Background: an optimization exercise with open tools, aiming at small area. Do not read the settings as production practice. In this exercise RTL edits were held to simulation tests only and were not proved equivalent to the original. The flow treats the clock pin as an ideal source, which a real chip does not have. Power and IR drop assume default switching activity.

<file path="flow/flow/run.sh">
#!/bin/bash
# The standard layout (the standard.sh: ORFS), with these changes to
# how it is made:
#  - synthesis runs flow/synth.tcl: the standard synthesis script with an
#    area-oriented abc script (flow/abc_area.script) and without the
#    adder-cell mapping step, so abc maps the adders with the other logic;
#  - the port buffers are the smallest buffer, buf_1;
#  - clock tree synthesis uses clkbuf_16 for the root and the tree, clusters
#    the flip-flops under clkbuf_8 leaf buffers, and inserts no dummy loads;
#    then flow/post_cts.tcl resizes the clock buffers against a 112 ps slew
#    target at the flip-flop clock pins (placement estimate): it upsizes the
#    leaf buffers whose flip-flops see more, then downsizes each buffer whose
#    smaller size keeps every flip-flop within the target.
# The full output of the ORFS run goes to flow_make.log in this folder.
set -euo pipefail
HERE=$(pwd)
export MY_ABC_SCRIPT=$HERE/flow/abc_area.script
export LEAF_SLEW_TARGET=0.112
B8=sky130_fd_sc_hd__clkbuf_8
B16=sky130_fd_sc_hd__clkbuf_16
bash standard.sh \
  "SYNTH_SCRIPT=$HERE/flow/synth.tcl" \
  "ADDER_MAP_FILE=" \
  "BUFFER_PORTS_ARGS=-buffer_cell sky130_fd_sc_hd__buf_1" \
  "CTS_ARGS=-sink_clustering_enable -repair_clock_nets -buf_list $B8 -root_buf $B16 -tree_buf $B16 -sink_clustering_buffer $B8 -sink_clustering_size 32 -sink_clustering_max_diameter 55 -dont_use_dummy_load" \
  "POST_CTS_TCL=$HERE/flow/post_cts.tcl" \
  finish > flow_make.log 2>&1
</file>
<file path="flow/flow/abc_area.script">
strash
dc2
dch -f
amap -F 4 -A 8
topo
</file>
<file path="flow/flow/post_cts.tcl">
# Sourced by ORFS at the end of its CTS step (POST_CTS_TCL).
# Resizes the clock buffers against a slew target at the flip-flop clock
# pins (placement estimate, LEAF_SLEW_TARGET in ns): first upsizes leaf
# buffers whose flip-flops see a slower edge, then downsizes each clock
# buffer whose smaller size keeps every flip-flop clock pin within it.
set my_target [expr {[info exists ::env(LEAF_SLEW_TARGET)] ? $::env(LEAF_SLEW_TARGET) : 0.112}]
proc my_sink_slew {inst} {
  set out [get_pins -of_objects $inst -filter "direction==output"]
  set mx 0.0
  foreach p [get_pins -of_objects [get_nets -of_objects $out] -filter "direction==input"] {
    set s [get_property $p slew_max]
    if {$s > $mx} { set mx $s }
  }
  return $mx
}
proc my_max_clk_slew {} {
  set mx 0.0
  foreach p [get_pins -of_objects [all_registers] -filter "direction==input"] {
    if {[get_property $p is_clock]} {
      set s [get_property $p slew_max]
      if {$s > $mx} { set mx $s }
    }
  }
  return $mx
}
set my_up [dict create sky130_fd_sc_hd__clkbuf_4 sky130_fd_sc_hd__clkbuf_8 sky130_fd_sc_hd__clkbuf_8 sky130_fd_sc_hd__clkbuf_16]
set my_down [dict create sky130_fd_sc_hd__clkbuf_16 sky130_fd_sc_hd__clkbuf_8 sky130_fd_sc_hd__clkbuf_8 sky130_fd_sc_hd__clkbuf_4]
for {set it 0} {$it < 3} {incr it} {
  estimate_parasitics -placement
  set n 0
  foreach inst [get_cells clkbuf_*] {
    set ref [get_property $inst ref_name]
    if {![dict exists $my_up $ref]} continue
    if {[my_sink_slew $inst] > $my_target} {
      replace_cell $inst [dict get $my_up $ref]
      incr n
    }
  }
  puts "post_cts: pass $it upsized $n clock buffers"
  if {$n == 0} break
  detailed_placement
}
estimate_parasitics -placement
set base [my_max_clk_slew]
puts "post_cts: max clock pin slew $base"
if {$base <= $my_target} {
  set n 0
  foreach inst [get_cells clkbuf_*] {
    set ref [get_property $inst ref_name]
    if {![dict exists $my_down $ref]} continue
    replace_cell $inst [dict get $my_down $ref]
    estimate_parasitics -placement
    if {[my_max_clk_slew] > $my_target} {
      replace_cell $inst $ref
      estimate_parasitics -placement
    } else {
      incr n
    }
  }
  puts "post_cts: downsized $n clock buffers"
  detailed_placement
}
estimate_parasitics -placement
puts "post_cts: max clock pin slew [my_max_clk_slew]"
</file>
<file path="flow/flow/synth.tcl">
# The standard synthesis script (synth_recipe.tcl), with one change:
# every abc call runs abc_area.script (beside this file, named by
# MY_ABC_SCRIPT) in place of ORFS's own abc script, and does not map to
# o22ai_1 (abc's mapper tends to use it with an inverter on each input). The registers, their
# names and cell types are those of the standard synthesis.
proc synth {args} { yosys synth -nofsm -noshare {*}$args }
proc abc {args} {
  set i [lsearch -exact $args -script]
  if {$i >= 0} { set args [lreplace $args [expr {$i + 1}] [expr {$i + 1}] $::env(MY_ABC_SCRIPT)] }
  lappend args -dont_use sky130_fd_sc_hd__o22ai_1
  yosys abc {*}$args
}
source $::env(SCRIPTS_DIR)/synth.tcl
# left out here: clear keep_hierarchy, flatten, clean up, hide names made inside functions, write 1_2_yosys.v
</file>
<file path="flow/standard.sh">
#!/bin/bash
# synth_recipe.tcl (not shown) runs the flow's synth.tcl, then flattens the netlist and writes it again
# the make line also repeats each setting of config.mk as NAME=value (left out here)
make -C /OpenROAD-flow-scripts/flow DESIGN_CONFIG=/design/flow/config.mk WORK_HOME=/design/flow/orfs CLKGATE_MAP_FILE= SYNTH_SCRIPT=/design/flow/synth_recipe.tcl "${@:-finish}"
</file>
<file path="flow/config.mk">
export PLATFORM = sky130hd
export DESIGN_NAME = vcsk_core
export DESIGN_NICKNAME = vcsk_core
export VERILOG_FILES = /design/flow/design.v
export SDC_FILE = /design/flow/constraint.sdc
export NUM_CORES = 4
export LEC_CHECK = 0
export ABC_AREA = 1
export CAP_MARGIN = 20
export CORE_MARGIN = 2
export CORE_UTILIZATION = 70
export PLACE_DENSITY = 0.85
export SLEW_MARGIN = 20
</file>
<file path="flow/constraint.sdc">
create_clock -name core_clock -period 44.0 [get_ports {clk}]
set_input_delay 8.8000 -clock core_clock [delete_from_list [all_inputs] [get_ports {clk}]]
set_output_delay 8.8000 -clock core_clock [all_outputs]
set_load 0.01 [all_outputs]
</file>
<file path="flow/design.v">
module vcsk_channel (
    input  wire        clr,         
    input  wire [4:0]  rst_div,
    input  wire        tick,        
    input  wire        cfg_we,      
    input  wire [4:0]  cfg_div,
    input  wire [3:0]  cfg_mode,
    input  wire [15:0] cfg_vol,
    input  wire [4:0]  divide,
    input  wire [3:0]  mode,
    input  wire [15:0] volume,
    input  wire [5:0]  counter,
    input  wire [3:0]  reg4,
    input  wire [4:0]  reg5,
    output wire [4:0]  n_divide,
    output wire [3:0]  n_mode,
    output wire [15:0] n_volume,
    output wire [5:0]  n_counter,
    output wire [3:0]  n_reg4,
    output wire [4:0]  n_reg5
);
    wire       wrap = (counter > {divide, 1'b0});
    wire       fire = tick & (wrap | (counter == {1'b0, divide}));
    wire       nz5   = (reg5 != 5'd0);
    wire       m8    = (mode == 4'd8);
    wire       st5   = mode[3] ? (mode[2] ? mode[1] : (mode[1] ^ mode[0]))
                               : mode[1];
    wire       nz9   = nz5 | (m8 & (reg4 != 4'd0));
    wire       in5   = m8 ? (reg4[3] ^ reg5[4]) : (reg5[4] ^ reg5[2]);
    wire [5:0] p5    = nz9 ? {reg5, in5} : 6'd1;       
    wire       g31   = (p5[3:0] == 4'h8);
    wire       gb4   = p5[4];
    wire       z4    = (reg4 == 4'd0);
    wire       b_st4 = z4 | (reg4[3] ^ reg4[2]);
    wire       b_dv6 = ~(~reg4[2] & (reg4[2:0] != 3'd0));
    reg        in4;
    reg        go4;
    always @(*) begin
        go4 = 1'b1;
        in4 = 1'b1;
        case (mode)
            4'd0, 4'd11:  in4 = 1'b1;
            4'd1:         in4 = b_st4;
            4'd2:  begin  in4 = b_st4;     go4 = g31; end
            4'd3:  begin  in4 = b_st4;     go4 = gb4; end
            4'd4, 4'd5:   in4 = ~reg4[0];
            4'd6:  begin  in4 = ~reg4[0];  go4 = g31; end
            4'd7:  begin  in4 = ~reg4[0];  go4 = gb4; end
            4'd8, 4'd9:   in4 = p5[5];
            4'd10: begin  in4 = p5[4];     go4 = g31; end
            4'd12, 4'd13: in4 = b_dv6;
            4'd14: begin  in4 = b_dv6;     go4 = g31; end
            default: begin in4 = b_dv6;    go4 = gb4; end
        endcase
    end
    wire       inv4 = mode[3] & mode[2];
    wire [3:0] f4   = {reg4[2:0] ^ {3{inv4}}, in4};
    wire       k     = ~clr;
    wire       w_cfg = cfg_we & k;
    wire       h_cfg = ~cfg_we & k;
    wire       w_inc = tick & ~wrap & k;
    wire       h_cnt = ~tick & k;
    wire       w4    = fire & go4 & k;
    wire       h4    = ~(fire & go4) & k;
    wire       w5    = fire & (st5 | m8) & k;
    wire       h5    = ~(fire & (st5 | m8)) & k;
    assign n_divide  = ({5{w_cfg}} & cfg_div)  | ({5{h_cfg}} & divide) | ({5{clr}} & rst_div);
    assign n_mode    = ({4{w_cfg}} & cfg_mode) | ({4{h_cfg}} & mode);
    assign n_volume  = ({16{w_cfg}} & cfg_vol) | ({16{h_cfg}} & volume);
    assign n_counter = ({6{w_inc}} & (counter + 6'd1)) | ({6{h_cnt}} & counter);
    assign n_reg4    = ({4{w4}} & f4) | ({4{h4}} & reg4);
    assign n_reg5    = ({5{w5}} & p5[4:0]) | ({5{h5}} & reg5);
endmodule
module vcsk_core (
    input  wire        clk,
    input  wire        rst,
    input  wire        cmd_valid,
    output wire        cmd_ready,
    input  wire [31:0] cmd_data,
    output wire        rsp_valid,
    output wire [31:0] rsp_data,
    output wire        rsp_err
);
    localparam NCH = 32;
    localparam W   = 40;    
    reg [NCH*W-1:0] ring;
    reg [4:0]       pos;
    reg             clr;
    reg             inpass;
    reg [15:0]      acc;
    wire [1:0] op  = cmd_data[31:30];
    wire [4:0] ch  = cmd_data[29:25];
    wire refused = ((op == 2'b00) && (cmd_data[29:0] != 30'd0)) ||
                   (op[1] && (cmd_data[24:0] != 25'd0));
    wire hit     = (pos == ch) && !clr;
    wire is_smp  = (op == 2'b00) && !refused;
    wire is_rdc  = (op == 2'b10) && !refused;
    wire is_rda  = (op == 2'b11) && !refused;
    wire running = is_smp && !clr && (inpass || (pos == 5'd0));
    wire tick    = cmd_valid && running;
    assign cmd_ready = refused || (is_smp ? (running && pos == 5'd31) : hit);
    assign rsp_valid = cmd_valid && cmd_ready;
    assign rsp_err   = refused;
    wire [4:0]  h_div  = ring[4:0];
    wire [3:0]  h_mode = ring[8:5];
    wire [15:0] h_vol  = ring[24:9];
    wire [5:0]  h_cnt  = ring[30:25];
    wire [3:0]  h_r4   = ring[34:31];
    wire [4:0]  h_r5   = ring[39:35];
    wire [4:0]  n_div;
    wire [3:0]  n_mode;
    wire [15:0] n_vol;
    wire [5:0]  n_cnt;
    wire [3:0]  n_r4;
    wire [4:0]  n_r5;
    vcsk_channel u_ch (
        .clr      (clr),
        .rst_div  (pos),
        .tick     (tick),
        .cfg_we   (cmd_valid && (op == 2'b01) && hit),
        .cfg_div  (cmd_data[24:20]),
        .cfg_mode (cmd_data[19:16]),
        .cfg_vol  (cmd_data[15:0]),
        .divide   (h_div),
        .mode     (h_mode),
        .volume   (h_vol),
        .counter  (h_cnt),
        .reg4     (h_r4),
        .reg5     (h_r5),
        .n_divide (n_div),
        .n_mode   (n_mode),
        .n_volume (n_vol),
        .n_counter(n_cnt),
        .n_reg4   (n_r4),
        .n_reg5   (n_r5)
    );
    wire [15:0] add_a = acc;
    wire [15:0] add_b = (h_vol & {16{(tick && n_r4[3]) || is_rdc}}) |
                        {15'd0, is_rda && h_r4[3]};
    wire [15:0] sum   = add_a + add_b;
    assign rsp_data[15:0]  = sum;
    assign rsp_data[31:16] = is_rdc ? {2'b01, ch, h_div, h_mode} : {16{sum[15]}};
    always @(posedge clk) begin
        ring <= {n_r5, n_r4, n_cnt, n_vol, n_mode, n_div, ring[NCH*W-1:W]};
        acc  <= sum & {16{tick && (pos != 5'd31)}};
        if (rst) begin
            pos    <= 5'd0;
            clr    <= 1'b1;
            inpass <= 1'b0;
        end else begin
            pos    <= pos + 5'd1;
            if (pos == 5'd31)
                clr <= 1'b0;
            inpass <= tick && (pos != 5'd31);
        end
    end
endmodule
</file>
==> summary.txt <==
[sequential cells by signal, summed over array words and instances, names as in the netlist]
register  flops
clr           1
inpass        1
pos           5
ring       1280
acc          16
[report_power, final]
group / internal, µW / total (µW) / switching, µW
Clock: 188 / 504 / 316
Combinational: 1.78 / 6.20 / 4.42
Sequential: 1190 / 1190 / 2.29
Total: 1370 / 1700 / 323
[routing by layer]
layer  global-route usage (%)  vias to the layer above  part of all wire, %
met5                        0                        -                0.015
met4                     13.2                        2                  5.8
met3                     5.21                      215                  6.4
met2                     34.4                      502                   45
met1                     29.0                     5442                   43
li1                         -                     5425                    -
[cells in the final DEF, fill, tap and decap left out, drive strengths merged, types with 3 or more instances in the layout]
cell	synthesis	layout
a211oi	3	3
a21oi	27	27
a221oi	3	3
a222oi	4	4
a22o	25	25
a22oi	9	9
a31oi	9	9
and2	7	7
buf	0	72
clkbuf	0	51
clkinv	57	57
dfxtp	1303	1303
diode	0	7
nand2	28	28
nand3	4	4
nor2	54	54
nor2b	11	11
nor3	8	8
nor4	6	6
o21ai	50	50
o221ai	7	7
o32ai	3	3
[path summary, 6_finish.rpt]
kind                            depth (start not counted)            to  slack, ns    startpoint
worst max-delay path                                   42  rsp_data[21]      16.41  cmd_data[20]
worst min-delay path                                    0     ring[395]       0.25     ring[435]
worst max register to register                         40       acc[15]      34.83       ring[8]
worst min register to register                          0     ring[395]       0.25     ring[435]
[worst max-delay path: cells and delay by family]
kind	cells	cell delay, ns
simple gates	20	5.16
compound gates	16	3.32
buf+inv	6	1.49
[cells by family after synthesis]
logic type | count (synthesis) | synth area share, %
xor+xnor | 1 | 0.0315
buf+inv | 57 | 0.768
flops | 1303 | 93.7
compound gates | 148 | 3.48
simple gates | 126 | 2.04
[stage by stage]
step	util, %	worst slack (ns)	area, µm²	power, µW	hold slack, ns
2_1_floorplan	-	19.56	27800	1220	0.310
3_3_place_gp	73.0	19.04	28800	1220	0.310
3_5_place_dp	73.0	17.63	28800	1220	0.312
5_1_grt	75.9	15.99	30000	1740	0.259
6_report	76.0	16.41	30000	1700	0.251
[cell type report]
type	instances	area [µm²]
fillers	2003	9480
inverters	57	214
diodes	7	17.5
clock buffers	51	1160
flip-flops and latches	1303	26100
multi-input cells	275	1560
repair buffers	72	282
well taps	525	657
==> flow_metrics.tcl <==
set metrics [dict create \
    final_antenna_net_count 0 \
    clk_latency_ns 0.74 \
    skew_ns 0.132 \
    clkTransAtPathRegs_ns 0.08 \
    slew_viol_final 0 \
    synthCells 1635 \
    criticalPathCategory "in -> out" \
    dr.pass1.iters 5 \
    ys_types 31 \
    p_leak_uw 0.0117 \
    synth_fp_nets 1670 \
    start_kind "input pin" \
    grt_pass1_vias 12000 \
    cp-end-kind "primary output" \
    hold_class "reg -> reg" \
    core_area_mm2 0.0395 \
    tritoncts "yes" \
    num_rows 73 \
    grt_usage_pct 22.2 \
    max_freq_mhz 36.2 \
    avgViaCountPerCell 5.06 \
    min_period_ns 27.59 \
    drt-total-wl_mm 45.3 \
    syn_avg_cell_area_um2 17.0 \
    drive_above_1_share_pct 3.19 \
    io_buffers 69 \
    overflow 0 \
    synth.most_common_cell "dfxtp_1" \
    cts.sinks 1303 \
    routedWlPerCell_um 19.8 \
    synth_top_area_cell "dfxtp_1" \
    pwr_density_cell_mw_per_mm2 56.6 \
    cp.arrival_ns 18.79 \
    grt_pass1_wl_mm 68.6 \
    dp_hpwl_mm 25.7 \
    die_h_um 203 \
    slew_headroom_pct 23.4 \
    crit_slowest_cell "nor4_1" \
    antenna_found_initial 5 \
    synth_edf_count 0 \
    numPlacedInstances 2232 \
    ys_seq_area_share_pct 93.7 \
    gp_congestion 0.906 \
    setup-tns-final_ns 0 \
    status "finished clean" \
    maxCapViolations 0 \
    yosysWarnings 2 \
    synth_ff_type "dfxtp_1" \
    finalSetupViolations 0 \
    initial_core_util_pct 70.6 \
    vdd_drop_max_v 0.0000430 \
    syn_area_mm2 0.0278 \
    worst_pin_slew_ns 1.14 \
    max_stage_delay_ns 0.95 \
    area_growth_pct 7.64 \
    ys_async_sr_fraction_pct 0 \
    fin_cells 2290 \
    critical_path.max_fanout 22 \
    synth_common_cells "dfxtp_1 (1303), clkinv_1 (57), nor2_1 (54)" \
    synth_top_area_share_pct 93.7 \
    yosys-top-cells-area "dfxtp_1 (94%), o21ai_0 (0.90%), a22o_1 (0.79%)" \
    dieArea_mm2 0.0414 \
    grt_max_degree 33 \
    die_x_um 203 \
    finalHoldViolations 0 \
    ioPinCount 70 \
    rsz0062_at_grt "false" \
    worstPathRequired_ns 35.20 \
    drtIter0Drc 766 \
    num-nets-final 1795 \
    route.detailed.drc 0 \
    synth_seq_cells 1303 \
    period_share_pct 62.7 \
    vias 11600 \
    crit_top_cell "nor2_1" \
]

## afterwards: timing with drivers on the ports
The flow's constraints put no driver on any port. The routed layout listed below was extracted and timed again, unchanged, in two steps. Step 1 (the two cells are an assumption about what drives the block):
set clk [get_ports {clk}]
set_driving_cell -lib_cell sky130_fd_sc_hd__clkbuf_16 $clk
set_driving_cell -lib_cell sky130_fd_sc_hd__buf_2 [delete_from_list [all_inputs] $clk]
Step 2, shift: input delay + t, output delay - t, t = (earliest + latest rising clock arrival at the registers) / 2. This alone moves slack from input paths to output paths. a / b / c = ideal ports / drivers / drivers and shift; a / b = the first two.
t (ns): 0.721
setup slack, ns: 16.410 / 16.369 / 16.369
hold slack, ns: 0.251 / 0.251 / 0.251
worst setup path at the end: input to output
slew at the worst register clock pin (ns): 0.12 / 0.12
After both steps this run still meets setup and hold. The setup slack of this run moves by -0.041 ns with the drivers and by -0.041 ns with both steps.
